Background: an optimization exercise with open tools, aiming at small area, a short achievable clock period and few clock cycles. Do not read the settings as production practice. Function was checked by simulation only, so behaviour that the tests miss may differ from the original. Power figures rest on the tool's default switching activity, not on a simulated workload.

### design/flow/design.v
module prf_crc_mul32 (
    input  wire [31:0] u,
    output wire [31:0] y
);
    assign y[0] = u[0] ^ u[6] ^ u[9] ^ u[10] ^ u[12] ^ u[16] ^ u[24] ^ u[25] ^ u[26] ^ u[28] ^ u[29] ^ u[30] ^ u[31];
    assign y[1] = u[0] ^ u[1] ^ u[6] ^ u[7] ^ u[9] ^ u[11] ^ u[12] ^ u[13] ^ u[16] ^ u[17] ^ u[24] ^ u[27] ^ u[28];
    assign y[2] = u[0] ^ u[1] ^ u[2] ^ u[6] ^ u[7] ^ u[8] ^ u[9] ^ u[13] ^ u[14] ^ u[16] ^ u[17] ^ u[18] ^ u[24] ^ u[26] ^ u[30] ^ u[31];
    assign y[3] = u[1] ^ u[2] ^ u[3] ^ u[7] ^ u[8] ^ u[9] ^ u[10] ^ u[14] ^ u[15] ^ u[17] ^ u[18] ^ u[19] ^ u[25] ^ u[27] ^ u[31];
    assign y[4] = u[0] ^ u[2] ^ u[3] ^ u[4] ^ u[6] ^ u[8] ^ u[11] ^ u[12] ^ u[15] ^ u[18] ^ u[19] ^ u[20] ^ u[24] ^ u[25] ^ u[29] ^ u[30] ^ u[31];
    assign y[5] = u[0] ^ u[1] ^ u[3] ^ u[4] ^ u[5] ^ u[6] ^ u[7] ^ u[10] ^ u[13] ^ u[19] ^ u[20] ^ u[21] ^ u[24] ^ u[28] ^ u[29];
    assign y[6] = u[1] ^ u[2] ^ u[4] ^ u[5] ^ u[6] ^ u[7] ^ u[8] ^ u[11] ^ u[14] ^ u[20] ^ u[21] ^ u[22] ^ u[25] ^ u[29] ^ u[30];
    assign y[7] = u[0] ^ u[2] ^ u[3] ^ u[5] ^ u[7] ^ u[8] ^ u[10] ^ u[15] ^ u[16] ^ u[21] ^ u[22] ^ u[23] ^ u[24] ^ u[25] ^ u[28] ^ u[29];
    assign y[8] = u[0] ^ u[1] ^ u[3] ^ u[4] ^ u[8] ^ u[10] ^ u[11] ^ u[12] ^ u[17] ^ u[22] ^ u[23] ^ u[28] ^ u[31];
    assign y[9] = u[1] ^ u[2] ^ u[4] ^ u[5] ^ u[9] ^ u[11] ^ u[12] ^ u[13] ^ u[18] ^ u[23] ^ u[24] ^ u[29];
    assign y[10] = u[0] ^ u[2] ^ u[3] ^ u[5] ^ u[9] ^ u[13] ^ u[14] ^ u[16] ^ u[19] ^ u[26] ^ u[28] ^ u[29] ^ u[31];
    assign y[11] = u[0] ^ u[1] ^ u[3] ^ u[4] ^ u[9] ^ u[12] ^ u[14] ^ u[15] ^ u[16] ^ u[17] ^ u[20] ^ u[24] ^ u[25] ^ u[26] ^ u[27] ^ u[28] ^ u[31];
    assign y[12] = u[0] ^ u[1] ^ u[2] ^ u[4] ^ u[5] ^ u[6] ^ u[9] ^ u[12] ^ u[13] ^ u[15] ^ u[17] ^ u[18] ^ u[21] ^ u[24] ^ u[27] ^ u[30] ^ u[31];
    assign y[13] = u[1] ^ u[2] ^ u[3] ^ u[5] ^ u[6] ^ u[7] ^ u[10] ^ u[13] ^ u[14] ^ u[16] ^ u[18] ^ u[19] ^ u[22] ^ u[25] ^ u[28] ^ u[31];
    assign y[14] = u[2] ^ u[3] ^ u[4] ^ u[6] ^ u[7] ^ u[8] ^ u[11] ^ u[14] ^ u[15] ^ u[17] ^ u[19] ^ u[20] ^ u[23] ^ u[26] ^ u[29];
    assign y[15] = u[3] ^ u[4] ^ u[5] ^ u[7] ^ u[8] ^ u[9] ^ u[12] ^ u[15] ^ u[16] ^ u[18] ^ u[20] ^ u[21] ^ u[24] ^ u[27] ^ u[30];
    assign y[16] = u[0] ^ u[4] ^ u[5] ^ u[8] ^ u[12] ^ u[13] ^ u[17] ^ u[19] ^ u[21] ^ u[22] ^ u[24] ^ u[26] ^ u[29] ^ u[30];
    assign y[17] = u[1] ^ u[5] ^ u[6] ^ u[9] ^ u[13] ^ u[14] ^ u[18] ^ u[20] ^ u[22] ^ u[23] ^ u[25] ^ u[27] ^ u[30] ^ u[31];
    assign y[18] = u[2] ^ u[6] ^ u[7] ^ u[10] ^ u[14] ^ u[15] ^ u[19] ^ u[21] ^ u[23] ^ u[24] ^ u[26] ^ u[28] ^ u[31];
    assign y[19] = u[3] ^ u[7] ^ u[8] ^ u[11] ^ u[15] ^ u[16] ^ u[20] ^ u[22] ^ u[24] ^ u[25] ^ u[27] ^ u[29];
    assign y[20] = u[4] ^ u[8] ^ u[9] ^ u[12] ^ u[16] ^ u[17] ^ u[21] ^ u[23] ^ u[25] ^ u[26] ^ u[28] ^ u[30];
    assign y[21] = u[5] ^ u[9] ^ u[10] ^ u[13] ^ u[17] ^ u[18] ^ u[22] ^ u[24] ^ u[26] ^ u[27] ^ u[29] ^ u[31];
    assign y[22] = u[0] ^ u[9] ^ u[11] ^ u[12] ^ u[14] ^ u[16] ^ u[18] ^ u[19] ^ u[23] ^ u[24] ^ u[26] ^ u[27] ^ u[29] ^ u[31];
    assign y[23] = u[0] ^ u[1] ^ u[6] ^ u[9] ^ u[13] ^ u[15] ^ u[16] ^ u[17] ^ u[19] ^ u[20] ^ u[26] ^ u[27] ^ u[29] ^ u[31];
    assign y[24] = u[1] ^ u[2] ^ u[7] ^ u[10] ^ u[14] ^ u[16] ^ u[17] ^ u[18] ^ u[20] ^ u[21] ^ u[27] ^ u[28] ^ u[30];
    assign y[25] = u[2] ^ u[3] ^ u[8] ^ u[11] ^ u[15] ^ u[17] ^ u[18] ^ u[19] ^ u[21] ^ u[22] ^ u[28] ^ u[29] ^ u[31];
    assign y[26] = u[0] ^ u[3] ^ u[4] ^ u[6] ^ u[10] ^ u[18] ^ u[19] ^ u[20] ^ u[22] ^ u[23] ^ u[24] ^ u[25] ^ u[26] ^ u[28] ^ u[31];
    assign y[27] = u[1] ^ u[4] ^ u[5] ^ u[7] ^ u[11] ^ u[19] ^ u[20] ^ u[21] ^ u[23] ^ u[24] ^ u[25] ^ u[26] ^ u[27] ^ u[29];
    assign y[28] = u[2] ^ u[5] ^ u[6] ^ u[8] ^ u[12] ^ u[20] ^ u[21] ^ u[22] ^ u[24] ^ u[25] ^ u[26] ^ u[27] ^ u[28] ^ u[30];
    assign y[29] = u[3] ^ u[6] ^ u[7] ^ u[9] ^ u[13] ^ u[21] ^ u[22] ^ u[23] ^ u[25] ^ u[26] ^ u[27] ^ u[28] ^ u[29] ^ u[31];
    assign y[30] = u[4] ^ u[7] ^ u[8] ^ u[10] ^ u[14] ^ u[22] ^ u[23] ^ u[24] ^ u[26] ^ u[27] ^ u[28] ^ u[29] ^ u[30];
    assign y[31] = u[5] ^ u[8] ^ u[9] ^ u[11] ^ u[15] ^ u[23] ^ u[24] ^ u[25] ^ u[27] ^ u[28] ^ u[29] ^ u[30] ^ u[31];
endmodule
module prf_frame_codec (
    input  wire        clk,
    input  wire        rst,
    input  wire        in_valid,
    output wire        in_ready,
    input  wire [1:0]  in_op,
    input  wire [4:0]  in_kind,
    input  wire [31:0] in_data,
    input  wire [2:0]  in_nbytes,
    input  wire        in_last,
    output reg         rsp_valid,
    input  wire        rsp_ready,
    output reg  [1:0]  rsp_status,
    output wire [31:0] rsp_crc,
    output wire [31:0] rsp_rcv,
    output wire [15:0] rsp_expected,
    output wire [15:0] rsp_actual
);
    localparam [1:0] OP_CRC32  = 2'd1;
    localparam [1:0] OP_DECODE = 2'd3;
    localparam [1:0] ST_OK       = 2'd0;
    localparam [1:0] ST_SIZE     = 2'd1;
    localparam [1:0] ST_CHECKSUM = 2'd2;
    reg        sk_v;
    reg [31:0] sk_data;
    reg [2:0]  sk_nb;
    reg        sk_last;
    reg [1:0]  sk_op;
    reg [4:0]  sk_kind;
    reg in_rdy;             
    assign in_ready = in_rdy;
    wire take = in_valid && in_rdy;
    wire [31:0] s_data = sk_v ? sk_data : in_data;
    wire [2:0]  s_nb   = sk_v ? sk_nb   : in_nbytes;
    wire        s_last = sk_v ? sk_last : in_last;
    wire [1:0]  s_op   = sk_v ? sk_op   : in_op;
    wire [4:0]  s_kind = sk_v ? sk_kind : in_kind;
    reg        q_v;
    reg [31:0] q_data;
    reg [2:0]  q_nb;
    reg        q_last;
    reg        q_first;
    reg [4:0]  q_k;         
    reg [4:0]  q_kc;        
    reg [4:0]  q_kf;        
    reg        first_n;     
    reg [3:0]  left;        
    reg        tx_chk;      
    reg        tx_dec;      
    reg [4:0]  tx_exp;      
    reg [4:0] s_size;
    reg [4:0] s_bsz;
    reg [4:0] s_k0;
    reg [3:0] s_rest;
    always @(*) begin
        case (s_kind)
            5'd0:  begin s_size = 5'd12; s_bsz = 5'd8; s_k0 = 5'b10000; s_rest = 4'd4; end
            5'd1:  begin s_size = 5'd11; s_bsz = 5'd7; s_k0 = 5'b10000; s_rest = 4'd3; end
            5'd2:  begin s_size = 5'd14; s_bsz = 5'd10; s_k0 = 5'b10000; s_rest = 4'd6; end
            5'd3:  begin s_size = 5'd13; s_bsz = 5'd9; s_k0 = 5'b10000; s_rest = 4'd5; end
            5'd4:  begin s_size = 5'd11; s_bsz = 5'd7; s_k0 = 5'b10000; s_rest = 4'd3; end
            5'd5:  begin s_size = 5'd10; s_bsz = 5'd6; s_k0 = 5'b10000; s_rest = 4'd2; end
            5'd6:  begin s_size = 5'd10; s_bsz = 5'd6; s_k0 = 5'b10000; s_rest = 4'd2; end
            5'd7:  begin s_size = 5'd9; s_bsz = 5'd5;  s_k0 = 5'b10000; s_rest = 4'd1; end
            5'd8:  begin s_size = 5'd8; s_bsz = 5'd4;  s_k0 = 5'b10000; s_rest = 4'd0; end
            5'd9:  begin s_size = 5'd6; s_bsz = 5'd2;  s_k0 = 5'b00100; s_rest = 4'd0; end
            5'd10: begin s_size = 5'd6; s_bsz = 5'd2;  s_k0 = 5'b00100; s_rest = 4'd0; end
            5'd11: begin s_size = 5'd7; s_bsz = 5'd3;  s_k0 = 5'b01000; s_rest = 4'd0; end
            5'd12: begin s_size = 5'd12; s_bsz = 5'd8; s_k0 = 5'b10000; s_rest = 4'd4; end
            5'd13: begin s_size = 5'd8; s_bsz = 5'd4;  s_k0 = 5'b10000; s_rest = 4'd0; end
            5'd14: begin s_size = 5'd5; s_bsz = 5'd1;  s_k0 = 5'b00010; s_rest = 4'd0; end
            5'd15: begin s_size = 5'd8; s_bsz = 5'd4;  s_k0 = 5'b10000; s_rest = 4'd0; end
            5'd16: begin s_size = 5'd5; s_bsz = 5'd1;  s_k0 = 5'b00010; s_rest = 4'd0; end
            5'd17: begin s_size = 5'd16; s_bsz = 5'd12; s_k0 = 5'b10000; s_rest = 4'd8; end
            5'd18: begin s_size = 5'd8; s_bsz = 5'd4;  s_k0 = 5'b10000; s_rest = 4'd0; end
            default: begin s_size = 5'd4; s_bsz = 5'd0; s_k0 = 5'b00001; s_rest = 4'd0; end
        endcase
    end
    wire [4:0] s_nb1h = {s_nb == 3'd4, s_nb == 3'd3, s_nb == 3'd2, s_nb == 3'd1, s_nb == 3'd0};
    wire       left_ge4 = left[3] || left[2];
    wire [4:0] left1h  = {left_ge4, !left_ge4 && left[1:0] == 2'd3, !left_ge4 && left[1:0] == 2'd2,
                          !left_ge4 && left[1:0] == 2'd1, !left_ge4 && left[1:0] == 2'd0};
    wire [4:0] s_k = first_n ? ((s_op == OP_DECODE) ? s_k0 : s_nb1h)
                             : (tx_dec ? left1h : s_nb1h);
    wire [3:0] s_left = first_n ? s_rest : (left_ge4 ? left - 4'd4 : 4'd0);
    reg [31:0] crc;
    reg [31:0] rcv;
    reg [15:0] count;
    reg [4:0]  r_exp;
    wire proc = q_v && (!rsp_valid || rsp_ready);
    wire move = !q_v || proc;      
    wire [31:0] bd = {q_data[7:0], q_data[15:8], q_data[23:16], q_data[31:24]};
    wire [31:0] ud = ({32{q_k[4]}} & bd)
                   | ({32{q_k[3]}} & {8'd0,  bd[31:8]})
                   | ({32{q_k[2]}} & {16'd0, bd[31:16]})
                   | ({32{q_k[1]}} & {24'd0, bd[31:24]});
    wire [31:0] uc = ({32{q_kc[4]}} & crc)
                   | ({32{q_kc[3]}} & {8'd0,  crc[31:8]})
                   | ({32{q_kc[2]}} & {16'd0, crc[31:16]})
                   | ({32{q_kc[1]}} & {24'd0, crc[31:24]});
    wire [31:0] u  = uc ^ ud;
    wire [31:0] sh = ({32{q_kc[3]}} & {crc[7:0],  24'd0})
                   | ({32{q_kc[2]}} & {crc[15:0], 16'd0})
                   | ({32{q_kc[1]}} & {crc[23:0], 8'd0})
                   | ({32{q_kc[0]}} & crc)
                   | ({32{q_kf[0]}} & 32'hFFFFFFFF)
                   | ({32{q_kf[1]}} & 32'h4E08BFB4)
                   | ({32{q_kf[2]}} & 32'h00B7647D)
                   | ({32{q_kf[3]}} & 32'hB7647D00)
                   | ({32{q_kf[4]}} & 32'hC704DD7B);
    wire [31:0] m;
    prf_crc_mul32 u_mul (.u(u), .y(m));
    wire [31:0] crc_next = sh ^ m;
    reg [31:0] rcv_next;
    always @(*) begin
        case (q_nb)
            3'd1:    rcv_next = {q_data[7:0],  rcv[31:8]};
            3'd2:    rcv_next = {q_data[15:0], rcv[31:16]};
            3'd3:    rcv_next = {q_data[23:0], rcv[31:24]};
            3'd0:    rcv_next = rcv;
            default: rcv_next = q_data;
        endcase
    end
    wire [13:0] count_hi   = q_first ? 14'd0 : count[15:2];
    wire [15:0] count_next = {count_hi + {13'd0, q_nb[2]}, q_nb[1:0]};
    wire        size_bad   = tx_chk && (count_next != {11'd0, tx_exp});
    wire        sum_bad    = tx_dec && (crc != rcv_next);
    assign rsp_crc      = crc;
    assign rsp_rcv      = rcv;
    assign rsp_actual   = count;
    assign rsp_expected = {11'd0, r_exp};
    always @(posedge clk) begin
        if (rst) begin
            sk_v      <= 1'b0;
            in_rdy    <= 1'b1;
            q_v       <= 1'b0;
            first_n   <= 1'b1;
            rsp_valid <= 1'b0;
        end else begin
            if (move) begin
                sk_v   <= 1'b0;
                in_rdy <= 1'b1;
            end else if (take) begin
                sk_v   <= 1'b1;
                in_rdy <= 1'b0;
            end
            if (move)
                q_v <= sk_v || take;
            if (move && (sk_v || take))
                first_n <= s_last;
            if (proc)
                rsp_valid <= q_last;
            else if (rsp_ready)
                rsp_valid <= 1'b0;
        end
    end
    always @(posedge clk) begin
        if (in_rdy) begin
            sk_data <= in_data;
            sk_nb   <= in_nbytes;
            sk_last <= in_last;
            sk_op   <= in_op;
            sk_kind <= in_kind;
        end
        if (move && (sk_v || take)) begin
            q_data  <= s_data;
            q_nb    <= s_nb;
            q_last  <= s_last;
            q_first <= first_n;
            q_k     <= s_k;
            q_kc    <= first_n ? 5'd0 : s_k;
            q_kf    <= first_n ? s_k : 5'd0;
            left    <= s_left;
            if (first_n) begin
                tx_chk <= (s_op != OP_CRC32);
                tx_dec <= (s_op == OP_DECODE);
                tx_exp <= (s_op == OP_DECODE) ? s_size : s_bsz;
            end
        end
        if (proc) begin
            crc   <= crc_next;
            rcv   <= rcv_next;
            count <= count_next;
            if (q_last) begin
                r_exp      <= tx_exp;
                rsp_status <= size_bad ? ST_SIZE : (sum_bad ? ST_CHECKSUM : ST_OK);
            end
        end
    end
endmodule
### design/flow/flow/run.sh
#!/bin/bash
# Layout: the standard ORFS flow (standard.sh), with plain buffers on the
# ports and timing repair aimed below the clock period.
set -euo pipefail
source flow/settings.sh
bash standard.sh "${EXTRA[@]}" finish > make_finish.log 2>&1
### design/flow/flow/settings.sh
EXTRA=(
  "BUFFER_PORTS_ARGS=-buffer_cell sky130_fd_sc_hd__buf_2"
  "SETUP_SLACK_MARGIN=6.9"
  "TNS_END_PERCENT=0"
  "CTS_CLUSTER_SIZE=40"
  "CTS_CLUSTER_DIAMETER=100"
)
### design/flow/standard.sh
#!/bin/bash
# synth_recipe.tcl (not shown) runs the flow's synth.tcl, then flattens the netlist and writes it again
# the make line also repeats each setting of config.mk as NAME=value (left out here)
make -C /OpenROAD-flow-scripts/flow DESIGN_CONFIG=/design/flow/config.mk WORK_HOME=/design/flow/orfs CLKGATE_MAP_FILE= SYNTH_SCRIPT=/design/flow/synth_recipe.tcl "${@:-finish}"
### design/flow/config.mk
export PLATFORM = sky130hd
export DESIGN_NAME = prf_frame_codec
export DESIGN_NICKNAME = prf_frame_codec
export VERILOG_FILES = /design/flow/design.v
export SDC_FILE = /design/flow/constraint.sdc
export NUM_CORES = 4
export LEC_CHECK = 0
export CAP_MARGIN = 20
export CORE_MARGIN = 2
export CORE_UTILIZATION = 40
export SLEW_MARGIN = 20
### design/flow/constraint.sdc
create_clock -name core_clock -period 10.0 [get_ports {clk}]
set_input_delay 2.0000 -clock core_clock [delete_from_list [all_inputs] [get_ports {clk}]]
set_output_delay 2.0000 -clock core_clock [all_outputs]
set_load 0.01 [all_outputs]
==> metrics.md, run 1 <==
| Metric | Value |
|---|---|
| Hold_sp | `tx_exp[1]` |
| Clock tree skew after final layout | `8.56 ps` |
| Critical path depth | `1` |
| Row count | `65` |
| Post-synthesis instance area | `12800 µm²` |
| Final critical-path share of the clock period | `32.9%` |
| Cell Area, Placed | `14000 µm²` |
| Worst Setup SP | `crc[30]` |
| P&R area growth vs syn | `16.5%` |
| Portion of synthesized cell area occupied by the leading cell type | `44.9%` |
| Share of the synthesized area in compound gates (AO/OA/AOI/OAI) | `9.03%` |
| Routability Congestion | `0.947` |
| Area of the core | `31600 µm²` |
| Clock latency at the later pin of the worst-skew pair | `440 ps` |
| Reg clk slew, reported paths | `80 ps` |
| Flop-to-flop setup slack | `6730 ps` |
| Power after layout | `5.89 mW` |
| Synthesis Warnings | `1` |
| DP Cell Count | `1538` |
| Post-route design area | `15000 µm²` |
| Detailed router's first-iteration violation count | `954` |
| Transition time at the pin with the least slew margin | `1090 ps` |
| Adder-cell share of the synthesized area | `0.682%` |
| Io pins | `147` |
| Kind of cell adding the most delay to the critical path | `flip-flops` |
| Cell count of the worst hold path | `0` |
| Startpoint class of the critical path | `register` |
| Post-layout minimum cycle time | `3290 ps` |
| Top area cells in the synthesized netlist | `edfxtp_1 (45%), xnor2_1 (14%), xor2_1 (8.0%)` |
| Max rail drop VDD | `0.236 mV` |
| Setup repair after global routing missed its margin | `yes` |
| Largest net degree at the start of global routing | `58` |
| Antenna Violating Nets Remaining | `0` |
| Sum of net half-perimeters after detailed placement | `26700 µm` |
| Top flip-flop cell by instance count after synthesis | `edfxtp_1` |
| Total congestion overflow | `0` |
| Unique masters post-synth | `52` |
| Hold crit path type | `reg2reg` |
| Crit-path max FO | `7` |
| Final Hold Violating Endpoints | `0` |
| Diode count | `0` |
| MaxCap Viol Count | `0` |
| Wire per inst | `22.4 µm` |
| Die Y-Extent | `183 µm` |
| Max clock buf depth | `2` |
| Number of H-tree levels | `4` |
| Share of layout cells above drive strength 1 | `29.4%` |
| First drt pass iteration count | `8` |
| Standby leakage power | `5.27 nW` |
| Setup CP Type | `reg2out` |
| Post-Place Worst Slack | `5850 ps` |
| Synth async-reset ratio | `0%` |
| Via total after detailed routing | `9029` |
| Largest stage delay on the critical path | `640 ps` |
| Horizontal die dimension | `183 µm` |
| Sum of routed wire length over all layers | `35600 µm` |
| Critical path buffer and inverter count | `1` |
| Global-route wire length before repair | `53400 µm` |
| Instance count of the mapped netlist | `1029` |
| Initial Util | `40.7%` |
| Synth cell count leaders | `xnor2_1 (209), edfxtp_1 (192), xor2_1 (117)` |
| Number of antenna violations at the first check in global routing | `0` |
| Share of cell area taken by muxes after synthesis | `12.0%` |
| Number of hold buffers added after cts | `0` |
| Main combinational cell family by area after synthesis | `XOR/XNOR gates` |
| Nature of the critical path endpoint | `primary output` |
| Number of synthesized flops with an enable pin | `192` |
| Min setup slack post-route | `6710 ps` |
| Die outline area | `33600 µm²` |
| Outcome | `complete, no violations` |
| Number of buffers created by CTS | `17` |
| Pwr dens | `394 nW/µm²` |
| Sum of negative setup slack | `0 ps` |
| End of the worst register-to-register path | `crc[8]` |
| Library cell with the highest instance count after synthesis | `xnor2_1` |
| Post-Synthesis Mean Instance Area | `12.5 µm²` |
| Count of endpoints failing setup in the final report | `0` |
| Final-stage net count | `1230` |
| Clock sinks | `197` |
| Hold Path End | `r_exp[1]` |
| Post-detailed-route via-to-cell ratio | `5.68` |
| Proportion of synthesized chip area in sequential cells | `45.7%` |
| Relative max-transition margin | `26.9%` |
| Root Buffer Master | `clkbuf_16` |
| Crit path cell chain | `buf_2` |
| Post-route DRC | `0` |
| Xor/xnor share of the synthesized area | `23.9%` |
| Worst EP arrival | `1290 ps` |
| Synth area leader | `edfxtp_1` |
| Vias in the first global route | `8493` |
| Overall fraction of global-route tracks in use | `21.3%` |
| Data required time of the critical path | `8000 ps` |
| Count of input and output buffers | `135` |
| Cell at the slowest stage of the critical path | `edfxtp_1` |
| Final Max Slew Viols | `0` |
| TritonCTS clock tree | `built` |
| Origin of the critical flop-to-flop path | `q_k[4]` |
| #FFs+latches synth | `197` |
| Simple-gate share of the synthesized area | `6.19%` |
| Max Fclk | `304 MHz` |
| Non-filler instance count after layout | `1591` |
| Depth of the worst register-to-register path | `8` |
[cells in the final DEF, fill, tap and decap left out, types with 4 or more instances in the layout]
cell type    n
a221oi_1    25
ha_1         7
nor4_1      10
nor2b_1      7
nand4_1      6
mux2i_4      4
clkbuf_16   17
a222oi_1    18
nor2_1      39
edfxtp_1   192
buf_4       35
inv_1        9
xor2_1     108
xnor2_2      6
nand3_1     21
xnor2_1    204
conb_1      11
nand2_1     49
a22o_1      18
inv_8        4
mux4_2      32
xor2_2      16
or2_2        6
a21oi_1     15
xnor3_1      4
a211oi_1     5
nor3_1       6
a31oi_1      5
a22oi_1     31
mux2_2      66
and2_1       7
o21ai_0     10
buf_2      135
[kinds of logic (layout without fill, tap and decap cells)]
group	Yosys count	after routing
fa+ha+maj	7	7
flops	197	197
compound gates	147	147
xor+xnor	338	338
simple gates	167	167
buf+inv	66	216
other cells	1	11
mux	106	106
[flip-flops by register name, indices dropped and copies added, names as in the netlist, 2 cells and up]
name        cells
rcv            32
sk_kind         5
crc            32
q_nb            3
sk_data        32
left            4
q_kc            5
count          16
q_kf            5
q_data         32
sk_nb           3
sk_op           2
tx_exp          5
r_exp           5
rsp_status      2
q_k             4
[routing by layer]
layer	wire, µm	track usage, %	vias up
met5	0	0	-
met4	1160	8.19	0
met3	2710	3.95	65
met2	15800	31.4	394
met1	15900	31.0	4474
li1	-	-	4096
[worst register-to-register path, delay by kind of cell, from the launching register on]
kind	cells	cell delay (ps)
buffers and inverters	1	240
flip-flops	1	370
AO/OA/AOI/OAI	2	610
XOR/XNOR	5	1800
[final cells by class]
cell class                 count  area [µm²]
inverter                       9        33.8
clock buffer                  17         425
clock inverter                15         189
fill                        2920       16600
sequential                   197        5870
timing repair buffer         175        1020
tap                          402         503
multi-input combinational    776        6920
[report_power, final]
group | internal [mW] | switching [mW]
clock | 0.381 | 0.336
combinational | 1.79 | 1.84
sequential | 1.30 | 0.243
[through the flow]
step	hold WS [ps]	util [%]
4_1_cts	478	46.6
5_1_grt	487	47.4
2_1_floorplan	424	-
3_3_place_gp	457	44.2
3_5_place_dp	460	44.2
6_report	476	47.4
[repair_timing]
action                     4_1_cts  5_1_grt
buffers inserted                 6       15
gates resized for setup         16       16
pin swaps                        2        4
setup endpoints to repair      148      114
[how the worst max path moves through the flow]
| stage | endpoint |
|---|---|
| after floorplan | r_exp[0] |
| after global placement | r_exp[1] |
| after detailed placement | rsp_status[1] |
| after CTS | q_k[2] |
| after global routing | q_k[1] |
| final | rsp_crc[30] |
Testbench counts, summed over its fixed seeds: cycles 12,333.
==> run 2, diff against run 1 <==
==> design/flow/flow/settings.sh (replaced) <==
EXTRA=(
  "BUFFER_PORTS_ARGS=-buffer_cell sky130_fd_sc_hd__buf_2"
  "SETUP_SLACK_MARGIN=6.9"
  "TNS_END_PERCENT=0"
  "CTS_BUF_LIST=sky130_fd_sc_hd__clkbuf_8"
)
==> run 2 against run 1 <==
Compared with the run above: synthesized area did not move; clock skew rose by 8.4 ps; final cell count fell by 0.63%; critical path depth rose by 6; global-route usage fell by 0.11 points; die area did not move; sequential share of layout area rose by 0.99 points; register-to-register slack got worse by 100 ps; final area fell by 2.5%; synthesized cell count did not move; first-iteration DRC count rose by 0.42%; critical endpoint is now crc[8]; largest cell class unchanged.
==> metrics.md, run 2 <==
| Metric | Value |
|---|---|
| Kind of cell adding the most delay to the critical path | `XOR/XNOR gates` |
| Via total after detailed routing | `8929` |
| Max Fclk | `297 MHz` |
| Number of synthesized flops with an enable pin | `192` |
| Worst EP arrival | `3590 ps` |
| Crit path cell chain | `buf_4 -> a221oi_1 -> xor2_1 -> xor2_1 -> xnor2_1 -> xor2_1 -> xnor2_1` |
| Final-stage net count | `1220` |
| Horizontal die dimension | `183 µm` |
| Post-detailed-route via-to-cell ratio | `5.65` |
| Number of H-tree levels | `4` |
| Count of endpoints failing setup in the final report | `0` |
| MaxCap Viol Count | `0` |
| Relative max-transition margin | `28.3%` |
| Number of antenna violations at the first check in global routing | `0` |
| Max rail drop VDD | `0.234 mV` |
| Share of layout cells above drive strength 1 | `28.2%` |
| Hold crit path type | `reg2reg` |
| Max clock buf depth | `2` |
| Clock sinks | `197` |
| Detailed router's first-iteration violation count | `958` |
| P&R area growth vs syn | `13.6%` |
| Post-layout minimum cycle time | `3370 ps` |
| Post-Place Worst Slack | `5850 ps` |
| Synth cell count leaders | `xnor2_1 (209), edfxtp_1 (192), xor2_1 (117)` |
| Initial Util | `40.7%` |
| Clk pwr share | `9.7%` |
| Number of buffers created by CTS | `17` |
| DP Cell Count | `1538` |
| Top area cells in the synthesized netlist | `edfxtp_1 (45%), xnor2_1 (14%), xor2_1 (8.0%)` |
| Post-Synthesis Mean Instance Area | `12.5 µm²` |
| Diode count | `0` |
| Crit-path max FO | `13` |
| Switching part of the total | `42.1%` |
| Setup CP Type | `reg2reg` |
| Overall fraction of global-route tracks in use | `21.1%` |
| Synthesis Warnings | `1` |
| Total congestion overflow | `0` |
| Fraction of power consumed by combinational cells | `63.1%` |
| Worst Setup SP | `q_k[3]` |
| Proportion of synthesized chip area in sequential cells | `45.7%` |
| Final Max Slew Viols | `0` |
| Data required time of the critical path | `10220 ps` |
| Final critical-path share of the clock period | `33.7%` |
| Depth of the worst register-to-register path | `7` |
| Instance count of the mapped netlist | `1029` |
| First drt pass iteration count | `6` |
| Die Y-Extent | `183 µm` |
| Number of hold buffers added after cts | `0` |
| Antenna Violating Nets Remaining | `0` |
| Global-route wire length before repair | `53000 µm` |
| Origin of the critical flop-to-flop path | `q_k[3]` |
| Top flip-flop cell by instance count after synthesis | `edfxtp_1` |
| Sequential cell fraction of total power | `27.2%` |
| Critical path buffer and inverter count | `1` |
| Library cell with the highest instance count after synthesis | `xnor2_1` |
| Non-filler instance count after layout | `1581` |
| Synth async-reset ratio | `0%` |
| Setup repair after global routing missed its margin | `yes` |
| Largest net degree at the start of global routing | `58` |
| Area of the core | `31600 µm²` |
| Sum of net half-perimeters after detailed placement | `26700 µm` |
| Cell count of the worst hold path | `0` |
| Synth area leader | `edfxtp_1` |
| Hold_sp | `tx_exp[1]` |
| Pwr dens | `389 nW/µm²` |
| Post-route DRC | `0` |
| Nature of the critical path endpoint | `register` |
| Count of input and output buffers | `135` |
| Cell at the slowest stage of the critical path | `edfxtp_1` |
| Largest stage delay on the critical path | `630 ps` |
| Wire per inst | `22.5 µm` |
| Final Hold Violating Endpoints | `0` |
| Cell Int Power | `3.29 mW` |
| Most frequent cells in the layout | `xnor2_1 (206), edfxtp_1 (192), buf_2 (135)` |
| Routability Congestion | `0.947` |
| #FFs+latches synth | `197` |
| Most repeated library cell on the critical path | `xor2_1` |
| Net load switching power | `2.39 mW` |
| Clock latency at the later pin of the worst-skew pair | `490 ps` |
| Vias in the first global route | `8432` |
| Critical path depth | `7` |
| Min setup slack post-route | `6630 ps` |
| Io pins | `147` |
| Clock tree skew after final layout | `16.9 ps` |
| Sum of negative setup slack | `0 ps` |
| Reg clk slew, reported paths | `100 ps` |
| Most common library cell in the layout ignoring fill and taps | `xnor2_1` |
| Transition time at the pin with the least slew margin | `1070 ps` |
| Post-synthesis instance area | `12800 µm²` |
| Die outline area | `33600 µm²` |
| Portion of synthesized cell area occupied by the leading cell type | `44.9%` |
| Startpoint class of the critical path | `register` |
| Sum of routed wire length over all layers | `35600 µm` |
| Outcome | `complete, no violations` |
| Standby leakage power | `5.11 nW` |
| TritonCTS clock tree | `built` |
| Row count | `65` |
| Unique masters post-synth | `52` |
| Root Buffer Master | `clkbuf_8` |
-- run 2: cell families (layout without fill, tap and decap cells) --
logic type	count (synthesis)	after routing	synth area share, %
XOR/XNOR	338	338	23.9
flip-flops	197	197	45.7
AND/OR/NAND/NOR	167	167	6.19
AO/OA/AOI/OAI	147	147	9.03
multiplexers	106	106	12.0
buffers and inverters	66	206	2.46
adder cells (fa/ha/maj)	7	7	0.682
other	1	11	0.0292
-- run 2: path summary, 6_finish.rpt --
path | end | slack (ps)
max | crc[8] | 6630
min | r_exp[1] | 480
max reg2reg | crc[8] | 6630
min reg2reg | r_exp[1] | 480
-- run 2: final cells by class --
class | instances | area, µm²
Clock inverter | 15 | 189
Clock buffer | 17 | 234
Timing Repair Buffer | 165 | 908
Sequential cell | 197 | 5870
Tap cell | 402 | 503
Multi-Input combinational cell | 776 | 6860
Fill cell | 2960 | 17000
Inverter | 9 | 33.8
-- run 2: power groups by stage --
stage	clock (mW)	sequential (mW)	combinational, mW
5_1_grt	0.599	1.56	3.86
3_3_place_gp	0	1.57	3.49
4_1_cts	0.567	1.54	3.53
2_1_floorplan	0	1.49	2.76
6_report	0.550	1.55	3.59
3_5_place_dp	0	1.57	3.50
-- run 2: metrics by stage --
stage	hold WS, ps	utilization [%]	power, mW	cell area, µm²
2_1_floorplan	424	-	4.25	12900
3_3_place_gp	457	44.2	5.06	14000
3_5_place_dp	460	44.2	5.07	14000
4_1_cts	486	45.7	5.64	14400
5_1_grt	496	46.3	6.02	14600
6_report	481	46.3	5.68	14600
-- run 2: repair_timing --
action,CTS,global route
endpoints found under the setup margin,169,135
pin swaps,0,2
setup buffers,1,10
resized for setup,6,15
-- run 2: layer usage --
| metal | wire length, µm | GRT usage (%) | vias up |
|---|---|---|---|
| met2 | 15700 | 31.0 | 391 |
| met5 | 0 | 0 | - |
| met1 | 16200 | 30.9 | 4403 |
| li1 | - | - | 4076 |
| met4 | 1030 | 8.29 | 0 |
| met3 | 2580 | 4.01 | 59 |
==> run 3, diff against run 2 <==
==> design/flow/flow/settings.sh (replaced) <==
EXTRA=(
  "BUFFER_PORTS_ARGS=-buffer_cell sky130_fd_sc_hd__buf_2"
  "SETUP_SLACK_MARGIN=6.7"
  "TNS_END_PERCENT=0"
)
==> run 3 against run 2 <==
Compared with the run above: final cell count is 0.57% lower; hold slack worse by 5.6 ps; global-route usage hardly changed; routed wire length decreased by 0.32%; highest routed layer unchanged; critical endpoint is now crc[4].
==> metrics.md, run 3 <==
| Metric | Value |
|---|---|
| Nature of the critical path endpoint | `register` |
| Clock sinks | `197` |
| Library cell with the highest instance count after synthesis | `xnor2_1` |
| Io pins | `147` |
| Final-stage net count | `1211` |
| Post-route DRC | `0` |
| Instance count of the mapped netlist | `1029` |
| Synth cell count leaders | `xnor2_1 (209), edfxtp_1 (192), xor2_1 (117)` |
| Reg clk slew, reported paths | `80 ps` |
| Hold Path End | `r_exp[1]` |
| Standby leakage power | `5.13 nW` |
| P&R area growth vs syn | `14.0%` |
| Max Fclk | `290 MHz` |
| Simple-gate share of the synthesized area | `6.19%` |
| Root Buffer Master | `clkbuf_16` |
| Sum of routed wire length over all layers | `35500 µm` |
| Row count | `65` |
| Hold crit path type | `reg2reg` |
| Area of the core | `31600 µm²` |
| Area taken by flip-flops and latches | `5870 µm²` |
| Count of endpoints failing setup in the final report | `0` |
| Largest net degree at the start of global routing | `58` |
| Post-layout minimum cycle time | `3450 ps` |
| Relative max-transition margin | `24.8%` |
| Initial Util | `40.7%` |
| Crit-path max FO | `32` |
| Post-Route Utilization | `46.4%` |
| Depth of the worst register-to-register path | `7` |
| Share of layout cells above drive strength 1 | `27.1%` |
| Detailed router's first-iteration violation count | `995` |
| Crit path cell chain | `buf_4 -> nand2_1 -> xor2_1 -> xor2_1 -> xnor2_1 -> xnor3_1 -> xnor2_1` |
| Count of filler cells inserted in the layout | `2945` |
| Proportion of synthesized chip area in sequential cells | `45.7%` |
| Most common library cell in the layout ignoring fill and taps | `xnor2_1` |
| Synth area leader | `edfxtp_1` |
| Pwr dens | `397 nW/µm²` |
| Die outline area | `33600 µm²` |
| TritonCTS clock tree | `built` |
| Final Hold Violating Endpoints | `0` |
| Hold_sp | `tx_exp[1]` |
| Wire per inst | `22.6 µm` |
| Die Y-Extent | `183 µm` |
| Cell at the slowest stage of the critical path | `xor2_1` |
| Max clock buf depth | `2` |
| Max rail drop VDD | `0.214 mV` |
| Count of input and output buffers | `135` |
| End of the worst register-to-register path | `crc[4]` |
| Horizontal die dimension | `183 µm` |
| Most frequent cells in the layout | `xnor2_1 (207), edfxtp_1 (192), buf_2 (135)` |
| Sum of net half-perimeters after detailed placement | `26700 µm` |
| Share of cell area taken by muxes after synthesis | `12.0%` |
| Outcome | `complete, no violations` |
| Area of the multi-input gates | `6790 µm²` |
| Data required time of the critical path | `10190 ps` |
| Portion of synthesized cell area occupied by the leading cell type | `44.9%` |
| Top area cells in the synthesized netlist | `edfxtp_1 (45%), xnor2_1 (14%), xor2_1 (8.0%)` |
| Origin of the critical flop-to-flop path | `q_k[4]` |
| Synth async-reset ratio | `0%` |
| Cell count of the worst hold path | `0` |
| Post-detailed-route via-to-cell ratio | `5.69` |
| Number of buffers created by CTS | `17` |
| Startpoint class of the critical path | `register` |
| Worst EP arrival | `3640 ps` |
| Final critical-path share of the clock period | `34.5%` |
| Share of the synthesized area in compound gates (AO/OA/AOI/OAI) | `9.03%` |
| Number of hold buffers added after cts | `0` |
| MaxCap Viol Count | `0` |
| Final Max Slew Viols | `0` |
| Clock latency at the later pin of the worst-skew pair | `440 ps` |
| Post-Synthesis Mean Instance Area | `12.5 µm²` |
| First drt pass iteration count | `7` |
| Setup CP Type | `reg2reg` |
| Total congestion overflow | `0` |
| Unique masters post-synth | `52` |
| #FFs+latches synth | `197` |
| Transition time at the pin with the least slew margin | `1120 ps` |
| Via total after detailed routing | `8943` |
| Overall fraction of global-route tracks in use | `21.1%` |
| Number of antenna violations at the first check in global routing | `0` |
| Top flip-flop cell by instance count after synthesis | `edfxtp_1` |
| Largest stage delay on the critical path | `800 ps` |
| Clock tree skew after final layout | `10.5 ps` |
| Sum of negative setup slack | `0 ps` |
| Number of H-tree levels | `4` |
| Xor/xnor share of the synthesized area | `23.9%` |
| Adder-cell share of the synthesized area | `0.682%` |
| Post-synthesis instance area | `12800 µm²` |
| Vias in the first global route | `8427` |
| Main combinational cell family by area after synthesis | `XOR/XNOR gates` |
| Diode count | `0` |
| Global-route wire length before repair | `53100 µm` |
| Routability Congestion | `0.947` |
| Flop-to-flop setup slack | `6550 ps` |
| Number of synthesized flops with an enable pin | `192` |
| Synthesis Warnings | `1` |
| Antenna Violating Nets Remaining | `0` |
| Setup repair after global routing missed its margin | `yes` |
-- run 3: cells by family (layout without fill, tap and decap cells) --
family,count (synthesis),in the layout
buffers and inverters,66,197
muxes,106,106
DFF,197,197
AOI/OAI and AO/OA,147,147
adders and majority gates,7,7
other,1,11
and+or+nand+nor,167,167
xor gates and xnor gates,338,338
-- run 3: layer usage --
| metal | global-route usage [%] | up-vias | wire length, µm |
|---|---|---|---|
| met2 | 31.0 | 389 | 15600 |
| met3 | 3.81 | 59 | 2520 |
| met1 | 31.0 | 4434 | 16200 |
| met4 | 8.16 | 0 | 1120 |
| li1 | - | 4061 | - |
| met5 | 0 | - | 0 |
-- run 3: layout make-up --
cell class | count | area share (%)
clock buffers | 17 | 2.90
clock inverters | 15 | 1.29
inverters | 9 | 0.231
multi-input cells | 776 | 46.3
flip-flops and latches | 197 | 40.1
well taps | 402 | 3.43
repair buffers | 156 | 5.74
-- run 3: stage by stage --
step	setup slack [ps]	power, mW	instances	area [µm²]	hold slack (ps)
final	6550	5.81	1572	14600	475
after CTS	6640	5.82	1572	14600	478
after detailed placement	5850	5.07	1538	14000	460
after global placement	5900	5.06	1538	14000	457
after floorplan	5990	4.25	1039	12900	424
after global routing	6440	6.15	1572	14600	487
-- run 3: worst max-delay path: cells and delay by family, from the launching register on --
kind,cells,cell delay [ps]
XOR/XNOR,5,2410
buffers and inverters,1,320
flip-flops,1,330
AND/OR/NAND/NOR,1,130
-- run 3: power breakdown --
| part | internal, mW | switching (mW) |
|---|---|---|
| clock network | 0.381 | 0.338 |
| logic | 1.72 | 1.81 |
| registers | 1.30 | 0.264 |
| total | 3.41 | 2.41 |
-- run 3: how the worst max path moves through the flow --
| stage | from | endpoint | slack (ps) | cells past startpoint |
|---|---|---|---|---|
| 2_1_floorplan | rsp_ready | r_exp[0] | 5990 | 3 |
| 3_3_place_gp | rsp_ready | r_exp[1] | 5900 | 6 |
| 3_5_place_dp | rsp_ready | rsp_status[1] | 5850 | 6 |
| 4_1_cts | q_k[3] | crc[12] | 6640 | 7 |
| 5_1_grt | q_k[3] | crc[4] | 6440 | 8 |
| 6_report | q_k[4] | crc[4] | 6550 | 7 |
-- run 3: repair_timing --
item / 4_1_cts / 5_1_grt
gates resized for setup: 10 / 1
pin swaps: 1 / 0
endpoints found under the setup margin: 27 / 53
setup buffers: 2 / 0
==> run 4, diff against run 3 <==
==> design/flow/flow/settings.sh (replaced) <==
EXTRA=(
  "BUFFER_PORTS_ARGS=-buffer_cell sky130_fd_sc_hd__buf_2"
  "SETUP_SLACK_MARGIN=7.05"
  "TNS_END_PERCENT=0"
)
==> run 4 against run 3 <==
Compared with the run above: sequential share of layout area fell by 2.3 points; final cell count rose by 4.5%; critical path type is now in2reg; flip-flop and latch count is the same; register-to-register slack improved by 390 ps; die area unchanged; synthesized cell count did not move; critical endpoint is now q_k[1]; global-route usage increased by 0.72 points.
==> metrics.md, run 4 <==
| Metric | Value |
|---|---|
| Outcome | `complete, no violations` |
| Post-Synthesis Mean Instance Area | `12.5 µm²` |
| Number of synthesized flops with an enable pin | `192` |
| Diode count | `0` |
| Horizontal die dimension | `183 µm` |
| Non-filler instance count after layout | `1643` |
| Flop-to-flop setup slack | `6940 ps` |
| Capture point of the critical path | `q_k[1]` |
| Standby leakage power | `5.59 nW` |
| Pwr dens | `390 nW/µm²` |
| Sum of net half-perimeters after detailed placement | `26700 µm` |
| Initial Util | `40.7%` |
| Clock sinks | `197` |
| Critical path buffer and inverter count | `1` |
| Reg clk slew, reported paths | `70 ps` |
| Worst Setup SP | `in_kind[3]` |
| Crit-path max FO | `9` |
| Top area cells in the synthesized netlist | `edfxtp_1 (45%), xnor2_1 (14%), xor2_1 (8.0%)` |
| Vias in the first global route | `8852` |
| Most frequent cells in the layout | `xnor2_1 (195), edfxtp_1 (192), buf_2 (132)` |
| Die Y-Extent | `183 µm` |
| Post-route DRC | `0` |
| Cell at the slowest stage of the critical path | `mux2i_4` |
| Count of endpoints failing setup in the final report | `0` |
| Synth async-reset ratio | `0%` |
| Number of buffers created by CTS | `17` |
| Synthesis Warnings | `1` |
| Fraction of power consumed by combinational cells | `65.5%` |
| Data required time of the critical path | `10190 ps` |
| Io pins | `147` |
| Total congestion overflow | `0` |
| Relative max-transition margin | `39.2%` |
| Via total after detailed routing | `9340` |
| P&R area growth vs syn | `21.0%` |
| Row count | `65` |
| Origin of the critical flop-to-flop path | `q_k[2]` |
| Global-route wire length before repair | `54800 µm` |
| Overall fraction of global-route tracks in use | `21.8%` |
| Startpoint class of the critical path | `input port` |
| Count of input and output buffers | `135` |
| Clock tree skew after final layout | `8.22 ps` |
| Worst EP arrival | `3310 ps` |
| Net load switching power | `2.48 mW` |
| Max rail drop VDD | `0.220 mV` |
| Setup repair after global routing missed its margin | `yes` |
| Switching part of the total | `40.9%` |
| Final critical-path share of the clock period | `31.2%` |
| Wire per inst | `22.3 µm` |
| Crit path cell chain | `buf_2 -> mux2i_4 -> nor2_1 -> a32oi_2 -> nor2_1 -> o21a_1 -> or2_4` |
| End of the worst register-to-register path | `crc[8]` |
| Detailed router's first-iteration violation count | `1047` |
| Post-detailed-route via-to-cell ratio | `5.68` |
| Number of H-tree levels | `4` |
| Portion of synthesized cell area occupied by the leading cell type | `44.9%` |
| Top flip-flop cell by instance count after synthesis | `edfxtp_1` |
| Instance count of the mapped netlist | `1029` |
| Final-stage net count | `1282` |
| Post-Route Utilization | `49.3%` |
| Max clock buf depth | `2` |
| MaxCap Viol Count | `0` |
| Max Fclk | `321 MHz` |
| Number of hold buffers added after cts | `0` |
| Routability Congestion | `0.947` |
| Critical path depth | `7` |
| Hold crit path type | `reg2reg` |
| Largest stage delay on the critical path | `290 ps` |
| Unique masters post-synth | `52` |
| Depth of the worst register-to-register path | `7` |
| Synth area leader | `edfxtp_1` |
| Kind of cell adding the most delay to the critical path | `simple AND/OR/NAND/NOR gates` |
| Clock latency at the later pin of the worst-skew pair | `440 ps` |
| Proportion of synthesized chip area in sequential cells | `45.7%` |
| Die outline area | `33600 µm²` |
| Synth cell count leaders | `xnor2_1 (209), edfxtp_1 (192), xor2_1 (117)` |
| TritonCTS clock tree | `built` |
| Post-synthesis instance area | `12800 µm²` |
| Number of antenna violations at the first check in global routing | `0` |
| Setup CP Type | `in2reg` |
| Sum of negative setup slack | `0 ps` |
| Post-layout minimum cycle time | `3120 ps` |
| Most common library cell in the layout ignoring fill and taps | `xnor2_1` |
| First drt pass iteration count | `9` |
| Antenna Violating Nets Remaining | `0` |
| Sequential cell fraction of total power | `22.6%` |
| #FFs+latches synth | `197` |
| Clk pwr share | `11.9%` |
| Area of the core | `31600 µm²` |
| Cell Int Power | `3.58 mW` |
| Root Buffer Master | `clkbuf_16` |
| Most repeated library cell on the critical path | `nor2_1` |
| Largest net degree at the start of global routing | `58` |
| Library cell with the highest instance count after synthesis | `xnor2_1` |
| DP Cell Count | `1538` |
| Sum of routed wire length over all layers | `36700 µm` |
| Hold slack final | `475 ps` |
| Share of layout cells above drive strength 1 | `34.5%` |
| Nature of the critical path endpoint | `register` |
| Final Hold Violating Endpoints | `0` |
| Final Max Slew Viols | `0` |
| Transition time at the pin with the least slew margin | `905 ps` |
-- run 4: cell count changes in the layout (fill, tap and decap cells not counted), moves of 4 or more --
cell	change
buf_4	+67
xnor2_1	-12
xnor2_2	+12
xor2_1	-12
xor2_2	+12
mux2i_4	+5
buf_6	+4
ha_1	-4
mux2i_1	-4
-- run 4: worst reg2reg max path: cells and delay by family (launching register included) --
family / cells / cell delay [ps]
DFF: 1 / 540
AOI/OAI and AO/OA: 2 / 710
xor gates and xnor gates: 5 / 1560
-- run 4: metrics by stage --
stage	total power [mW]	worst slack, ps	area [µm²]
after floorplan	4.25	5990	12900
after detailed placement	5.07	5850	14000
after global routing	6.41	6850	15500
after global placement	5.06	5900	14000
after CTS	5.99	6880	15200
final	6.06	6880	15500
-- run 4: final cells by class --
cell class,count,area (µm²)
Fill cell,2883,16000
Multi-Input combinational cell,776,7090
Sequential cell,197,5870
Timing Repair Buffer,227,1430
Tap cell,402,503
Clock buffer,17,425
Clock inverter,15,189
Inverter,9,33.8
-- run 4: worst min path at each step --
stage          startpoint  slack, ps  endpoint  cells after the start
2_1_floorplan     q_nb[0]        420  count[0]                      0
3_3_place_gp    tx_exp[0]        460  r_exp[0]                      0
3_5_place_dp    tx_exp[1]        460  r_exp[1]                      0
4_1_cts         tx_exp[1]        480  r_exp[1]                      0
5_1_grt         tx_exp[0]        490  r_exp[0]                      0
6_report        tx_exp[1]        480  r_exp[1]                      0
-- run 4: repair_timing --
action                     in CTS  in global routing
gates resized for setup        39                 39
setup endpoints to repair     200                152
hold endpoints to repair        0                  0
pin swaps                       6                  8
setup buffers                  60                 13
-- run 4: logic make-up after synthesis --
| kind of cell | count (synthesis) | share of synthesized area (%) |
|---|---|---|
| xor+xnor | 338 | 23.9 |
| flops | 197 | 45.7 |
| simple gates | 167 | 6.19 |
| compound gates | 147 | 9.03 |
| mux | 106 | 12.0 |
| buf+inv | 66 | 2.46 |
| fa+ha+maj | 7 | 0.682 |
| other cells | 1 | 0.0292 |
-- run 4: power groups by stage --
stage	Sequential (mW)	Combinational, mW	Clock [mW]
2_1_floorplan	1.49	2.76	0
3_3_place_gp	1.57	3.49	0
3_5_place_dp	1.57	3.50	0
4_1_cts	1.37	3.89	0.736
5_1_grt	1.39	4.26	0.767
6_report	1.37	3.97	0.720
-- run 4: metal layers --
metal | vias to the layer above | global-route usage (%) | part of all wire (%)
met5 | - | 0 | 0
met4 | 0 | 8.58 | 3.5
met3 | 84 | 4.31 | 7.3
met2 | 417 | 32.5 | 44
met1 | 4638 | 31.5 | 45
li1 | 4201 | - | -
==> run 5, diff against run 4 <==
==> design/flow/flow/settings.sh (replaced) <==
EXTRA=(
  "BUFFER_PORTS_ARGS=-buffer_cell sky130_fd_sc_hd__buf_2"
  "SETUP_SLACK_MARGIN=7.2"
  "TNS_END_PERCENT=0"
)
==> run 5 against run 4 <==
Compared with the run above: clock skew did not move; sequential power barely moved; fmax did not move; sequential share of layout area did not move; synthesized area did not move; synthesized cell count did not move; hold slack did not move; count of clock-buffer cells in the layout did not move; power did not move; global-route usage did not move; critical endpoint unchanged.
==> metrics.md, run 5 <==
| Metric | Value |
|---|---|
| Synth cell count leaders | `xnor2_1 (209), edfxtp_1 (192), xor2_1 (117)` |
| Diode count | `0` |
| Antenna Violating Nets Remaining | `0` |
| Worst EP arrival | `3310 ps` |
| Most frequent cells in the layout | `xnor2_1 (195), edfxtp_1 (192), buf_2 (132)` |
| Clock tree skew after final layout | `8.22 ps` |
| Non-filler instance count after layout | `1643` |
| Detailed router's first-iteration violation count | `1047` |
| Share of layout cells above drive strength 1 | `34.5%` |
| Number of H-tree levels | `4` |
| Top area cells in the synthesized netlist | `edfxtp_1 (45%), xnor2_1 (14%), xor2_1 (8.0%)` |
| Sum of routed wire length over all layers | `36700 µm` |
| Most common library cell in the layout ignoring fill and taps | `xnor2_1` |
| Data required time of the critical path | `10190 ps` |
| Flop-to-flop setup slack | `6940 ps` |
| Worst Setup SP | `in_kind[3]` |
| MaxCap Viol Count | `0` |
| Synth async-reset ratio | `0%` |
| Startpoint class of the critical path | `input port` |
| Final Hold Violating Endpoints | `0` |
| Largest net degree at the start of global routing | `58` |
| Power after layout | `6.06 mW` |
| Final critical-path share of the clock period | `31.2%` |
| DP Cell Count | `1538` |
| Area of the multi-input gates | `7090 µm²` |
| Area of the core | `31600 µm²` |
| Unique masters post-synth | `52` |
| Number of buffers created by CTS | `17` |
| Nature of the critical path endpoint | `register` |
| Sum of negative setup slack | `0 ps` |
| Die Y-Extent | `183 µm` |
| Post-route DRC | `0` |
| Post-layout minimum cycle time | `3120 ps` |
| Max rail drop VDD | `0.220 mV` |
| Synthesis Warnings | `1` |
| Clock latency at the later pin of the worst-skew pair | `440 ps` |
| Hold slack final | `475 ps` |
| Top flip-flop cell by instance count after synthesis | `edfxtp_1` |
| Synth area leader | `edfxtp_1` |
| Number of hold buffers added after cts | `0` |
| Standby leakage power | `5.59 nW` |
| Area taken by flip-flops and latches | `5870 µm²` |
| P&R area growth vs syn | `21.0%` |
| Number of synthesized flops with an enable pin | `192` |
| Wire per inst | `22.3 µm` |
| Max Fclk | `321 MHz` |
| Pwr dens | `390 nW/µm²` |
| Setup repair after global routing missed its margin | `yes` |
| Hold_sp | `tx_exp[1]` |
| Post-detailed-route via-to-cell ratio | `5.68` |
| First drt pass iteration count | `9` |
| Root Buffer Master | `clkbuf_16` |
| Transition time at the pin with the least slew margin | `905 ps` |
| Max clock buf depth | `2` |
| Count of endpoints failing setup in the final report | `0` |
| Vias in the first global route | `8852` |
| Outcome | `complete, no violations` |
| Final Max Slew Viols | `0` |
| TritonCTS clock tree | `built` |
| Origin of the critical flop-to-flop path | `q_k[2]` |
| Via total after detailed routing | `9340` |
| Instance count of the mapped netlist | `1029` |
| Post-synthesis instance area | `12800 µm²` |
| Initial Util | `40.7%` |
| Number of antenna violations at the first check in global routing | `0` |
| Post-Synthesis Mean Instance Area | `12.5 µm²` |
| Setup CP Type | `in2reg` |
| Overall fraction of global-route tracks in use | `21.8%` |
| Count of filler cells inserted in the layout | `2883` |
| Reg clk slew, reported paths | `70 ps` |
| Library cell with the highest instance count after synthesis | `xnor2_1` |
| Final-stage net count | `1282` |
| Hold crit path type | `reg2reg` |
| Horizontal die dimension | `183 µm` |
| Routability Congestion | `0.947` |
| Sum of net half-perimeters after detailed placement | `26700 µm` |
| Count of input and output buffers | `135` |
| Global-route wire length before repair | `54800 µm` |
| Clock sinks | `197` |
| Crit-path max FO | `9` |
| Proportion of synthesized chip area in sequential cells | `45.7%` |
| Total congestion overflow | `0` |
| Row count | `65` |
| #FFs+latches synth | `197` |
| Relative max-transition margin | `39.2%` |
| Io pins | `147` |
| Die outline area | `33600 µm²` |
| Portion of synthesized cell area occupied by the leading cell type | `44.9%` |
==> run 5: cell counts after synthesis <==
No cell type changed its count.
==> run 5: per-layer routing <==
metal | track usage [%] | wire, µm | vias to the layer above
met5 | 0 | 0 | -
met1 | 31.5 | 16500 | 4638
li1 | - | - | 4201
met2 | 32.5 | 16200 | 417
met4 | 8.58 | 1290 | 0
met3 | 4.31 | 2700 | 84
==> run 5: worst paths after layout <==
check	to	depth (start not counted)
max	q_k[1]	7
min	r_exp[1]	0
max reg2reg	crc[8]	7
min reg2reg	r_exp[1]	0
==> run 5: cells by family (layout without fill, tap and decap cells) <==
logic type	count (synthesis)	count (layout)	share of synthesized area, %
adders and majority gates	7	7	0.682
DFF	197	197	45.7
buffers and inverters	66	268	2.46
muxes	106	106	12.0
other	1	11	0.0292
xor gates and xnor gates	338	338	23.9
and+or+nand+nor	167	167	6.19
AOI/OAI and AO/OA	147	147	9.03
==> run 5: worst max-delay path, stage by stage <==
cell,delay [ps]
buf_2,120
mux2i_4,290
nor2_1,160
a32oi_2,230
nor2_1,60
o21a_1,200
or2_4,240
==> run 5: stage by stage <==
step | area, µm² | util [%] | setup slack, ps
global route | 15500 | 49.3 | 6850
CTS | 15200 | 48.3 | 6880
global placement | 14000 | 44.2 | 5900
floorplan | 12900 | - | 5990
finish | 15500 | 49.3 | 6880
detailed placement | 14000 | 44.2 | 5850
==> run 5: report_power, final <==
part	total [mW]	leakage, nW	switching [mW]	internal (mW)
combinational	3.97	3.37	2.07	1.90
sequential	1.37	1.93	0.0728	1.30
clock	0.720	0.299	0.338	0.381
==> run 5: timing repair <==
item                       in CTS  in global routing
cloned                          0                  0
buffers inserted               60                 13
pin swaps                       6                  8
setup endpoints to repair     259                163
resized for setup              39                 39
==> run 5: area by class of cell <==
cell class | instances | area share [%]
Tap cell | 402 | 3.24
Timing Repair Buffer | 227 | 9.19
Sequential cell | 197 | 37.8
Multi-Input combinational cell | 776 | 45.6
Inverter | 9 | 0.217
Clock inverter | 15 | 1.22
Clock buffer | 17 | 2.74
==> run 6, diff against run 5 <==
==> design/flow/flow/settings.sh (replaced) <==
EXTRA=(
  "BUFFER_PORTS_ARGS=-buffer_cell sky130_fd_sc_hd__buf_2"
  "SETUP_SLACK_MARGIN=6.9"
  "TNS_END_PERCENT=0"
)
==> run 6 against run 5 <==
Compared with the run above: clock power barely moved; hold slack is essentially flat; final cell count decreased by 3.2%; synthesized area stayed put; first-iteration DRC count decreased by 8.9%; via count is 3.3% lower; fmax is 5.4% lower; non-clock buffer count fell by 52; largest power group unchanged; final area is 3.7% lower; global-route usage shrank 0.59 points; routed wire length fell by 2.9%.
==> metrics.md, run 6 <==
| Metric | Value |
|---|---|
| Outcome | `complete, no violations` |
| Max clock buf depth | `2` |
| Post-route design area | `15000 µm²` |
| Synthesis Warnings | `1` |
| Initial Util | `40.7%` |
| Synth area leader | `edfxtp_1` |
| Hold Path End | `r_exp[1]` |
| Crit-path max FO | `7` |
| Nature of the critical path endpoint | `primary output` |
| Count of input and output buffers | `135` |
| Die Y-Extent | `183 µm` |
| Portion of synthesized cell area occupied by the leading cell type | `44.9%` |
| Clk pwr share | `12.2%` |
| Clock tree skew after final layout | `8.56 ps` |
| Detailed router's first-iteration violation count | `954` |
| Sequential cell fraction of total power | `26.2%` |
| Routability Congestion | `0.947` |
| Synth cell count leaders | `xnor2_1 (209), edfxtp_1 (192), xor2_1 (117)` |
| Setup CP Type | `reg2out` |
| P&R area growth vs syn | `16.5%` |
| Synth async-reset ratio | `0%` |
| Root Buffer Master | `clkbuf_16` |
| Cell count of the worst hold path | `0` |
| Number of antenna violations at the first check in global routing | `0` |
| Sum of negative setup slack | `0 ps` |
| Flop-to-flop setup slack | `6730 ps` |
| Clock sinks | `197` |
| Via total after detailed routing | `9029` |
| Kind of cell adding the most delay to the critical path | `flip-flops` |
| Post-Route Utilization | `47.4%` |
| Count of endpoints failing setup in the final report | `0` |
| Overall fraction of global-route tracks in use | `21.3%` |
| Min setup slack post-route | `6710 ps` |
| Global-route wire length before repair | `53400 µm` |
| Area of the core | `31600 µm²` |
| Post-detailed-route via-to-cell ratio | `5.68` |
| Sum of net half-perimeters after detailed placement | `26700 µm` |
| MaxCap Viol Count | `0` |
| Origin of the critical flop-to-flop path | `q_k[4]` |
| Wire per inst | `22.4 µm` |
| Relative max-transition margin | `26.9%` |
| Share of layout cells above drive strength 1 | `29.4%` |
| Post-Route M1 WL | `15900 µm` |
| Post-Synthesis Mean Instance Area | `12.5 µm²` |
| Top area cells in the synthesized netlist | `edfxtp_1 (45%), xnor2_1 (14%), xor2_1 (8.0%)` |
| Final Hold Violating Endpoints | `0` |
| Most frequent cells in the layout | `xnor2_1 (204), edfxtp_1 (192), buf_2 (135)` |
| First drt pass iteration count | `8` |
| Cell at the slowest stage of the critical path | `edfxtp_1` |
| Hold crit path type | `reg2reg` |
| DP Cell Count | `1538` |
| Data required time of the critical path | `8000 ps` |
| Highest metal layer used by the detailed router | `met4` |
| Net load switching power | `2.42 mW` |
| Io pins | `147` |
| Crit path cell chain | `buf_2` |
| Cell Area, Placed | `14000 µm²` |
| Antenna Violating Nets Remaining | `0` |
| Final-stage net count | `1230` |
| TritonCTS clock tree | `built` |
| Number of hold buffers added after cts | `0` |
| Power after layout | `5.89 mW` |
| Most common library cell in the layout ignoring fill and taps | `xnor2_1` |
| Final Max Slew Viols | `0` |
| Post-synthesis instance area | `12800 µm²` |
| Non-filler instance count after layout | `1591` |
| Instance count of the mapped netlist | `1029` |
| Total congestion overflow | `0` |
| Number of buffers created by CTS | `17` |
| Hold_sp | `tx_exp[1]` |
| #FFs+latches synth | `197` |
| Post-Place Worst Slack | `5850 ps` |
| Startpoint class of the critical path | `register` |
| End of the worst register-to-register path | `crc[8]` |
| Standby leakage power | `5.27 nW` |
| Depth of the worst register-to-register path | `8` |
| Critical path buffer and inverter count | `1` |
| Number of H-tree levels | `4` |
| Post-layout minimum cycle time | `3290 ps` |
| Largest net degree at the start of global routing | `58` |
| Unique masters post-synth | `52` |
| Routed length on met2 | `15800 µm` |
| Metal3 WL | `2710 µm` |
| Final critical-path share of the clock period | `32.9%` |
| Post-route DRC | `0` |
| Switching part of the total | `41.1%` |
| Largest stage delay on the critical path | `640 ps` |
| Row count | `65` |
| Hold slack final | `476 ps` |
| Max rail drop VDD | `0.236 mV` |
| Fraction of power consumed by combinational cells | `61.6%` |
| Sum of routed wire length over all layers | `35600 µm` |
| Max Fclk | `304 MHz` |
| Cell Int Power | `3.47 mW` |
| Top flip-flop cell by instance count after synthesis | `edfxtp_1` |
| Transition time at the pin with the least slew margin | `1090 ps` |
| Proportion of synthesized chip area in sequential cells | `45.7%` |
| Number of synthesized flops with an enable pin | `192` |
| Vias in the first global route | `8493` |
| Setup repair after global routing missed its margin | `yes` |
| Library cell with the highest instance count after synthesis | `xnor2_1` |
| Horizontal die dimension | `183 µm` |
| Clock latency at the later pin of the worst-skew pair | `440 ps` |
| Pwr dens | `394 nW/µm²` |
| Reg clk slew, reported paths | `80 ps` |
| Worst EP arrival | `1290 ps` |
| Die outline area | `33600 µm²` |
| Diode count | `0` |
| Count of filler cells inserted in the layout | `2920` |
[run 6: cell types whose count changed in the layout (fill, tap and decap cells not counted), moves of 3 or more]
| cell | previous run | this run |
|---|---|---|
| xor2_2 | 22 | 16 |
| xnor2_1 | 195 | 204 |
| xnor2_2 | 15 | 6 |
| buf_6 | 6 | 2 |
| ha_1 | 3 | 7 |
| xor2_1 | 102 | 108 |
| buf_2 | 132 | 135 |
| buf_4 | 86 | 35 |
[run 6: worst max-delay path by stage]
stage,startpoint,endpoint,slack [ps],cells past startpoint
2_1_floorplan,rsp_ready,r_exp[0],5990,3
3_3_place_gp,rsp_ready,r_exp[1],5900,6
3_5_place_dp,rsp_ready,rsp_status[1],5850,6
4_1_cts,in_kind[0],q_k[2],6670,7
5_1_grt,in_kind[1],q_k[1],6670,8
6_report,crc[30],rsp_crc[30],6710,1
[run 6: logic make-up (layout without fill, tap and decap cells)]
group | after synthesis | in the layout | share of synthesized area, %
xor+xnor | 338 | 338 | 23.9
simple gates | 167 | 167 | 6.19
buf+inv | 66 | 216 | 2.46
flops | 197 | 197 | 45.7
compound gates | 147 | 147 | 9.03
mux | 106 | 106 | 12.0
fa+ha+maj | 7 | 7 | 0.682
other cells | 1 | 11 | 0.0292
[run 6: layout make-up]
cell class                 instances  area (µm²)  area share [%]
clock buffer                      17         425            2.84
timing repair buffer             175        1020            6.82
inverter                           9        33.8           0.226
sequential                       197        5870            39.2
tap                              402         503            3.36
multi-input combinational        776        6920            46.3
clock inverter                    15         189            1.26
[run 6: metal layers]
layer | global-route usage (%) | vias to the layer above
met4 | 8.19 | 0
met3 | 3.95 | 65
li1 | - | 4096
met2 | 31.4 | 394
met5 | 0 | -
met1 | 31.0 | 4474
[run 6: timing repair]
action / in CTS / in global routing
pin swaps: 2 / 4
endpoints found under the setup margin: 148 / 114
setup buffers: 6 / 15
gates resized for setup: 16 / 16
cloned: 0 / 0
[run 6: power groups by stage]
| stage | combinational, mW | sequential, mW | clock (mW) |
|---|---|---|---|
| 3_5_place_dp | 3.50 | 1.57 | 0 |
| 4_1_cts | 3.56 | 1.54 | 0.736 |
| 6_report | 3.63 | 1.55 | 0.717 |
| 5_1_grt | 3.91 | 1.56 | 0.766 |
| 3_3_place_gp | 3.49 | 1.57 | 0 |
| 2_1_floorplan | 2.76 | 1.49 | 0 |

==> afterwards: timing with drivers on the ports <==
The flow's constraints put no driver on any port. The routed layouts listed below were extracted and timed again, unchanged, in two steps. Step 1 assumes that a clkbuf_16 drives the clock port and a buf_2 every other input. Step 2 adds t to the input delays and takes it off the output delays; t is the mean of the earliest and latest rising clock arrival at the registers after step 1. Input paths then give back, and output paths get back, about the clock's delay inside the block. a / b / c = ideal ports / drivers / drivers and shift; a / b = the first two.
run	shift t [ns]	slack for setup (ns)	worst hold slack (ns)
run 1	0.485	6.706 / 6.656 / 6.307	0.475 / 0.476 / 0.476
run 2	0.522	6.629 / 6.618 / 6.210	0.481 / 0.481 / 0.481
run 3	0.485	6.550 / 6.550 / 6.127	0.475 / 0.475 / 0.475
run 4	0.486	6.885 / 6.850 / 6.429	0.475 / 0.475 / 0.475
run 5	0.486	6.885 / 6.850 / 6.429	0.475 / 0.475 / 0.475
run 6	0.485	6.706 / 6.656 / 6.307	0.475 / 0.476 / 0.476
After both steps every run listed still meets setup and hold.
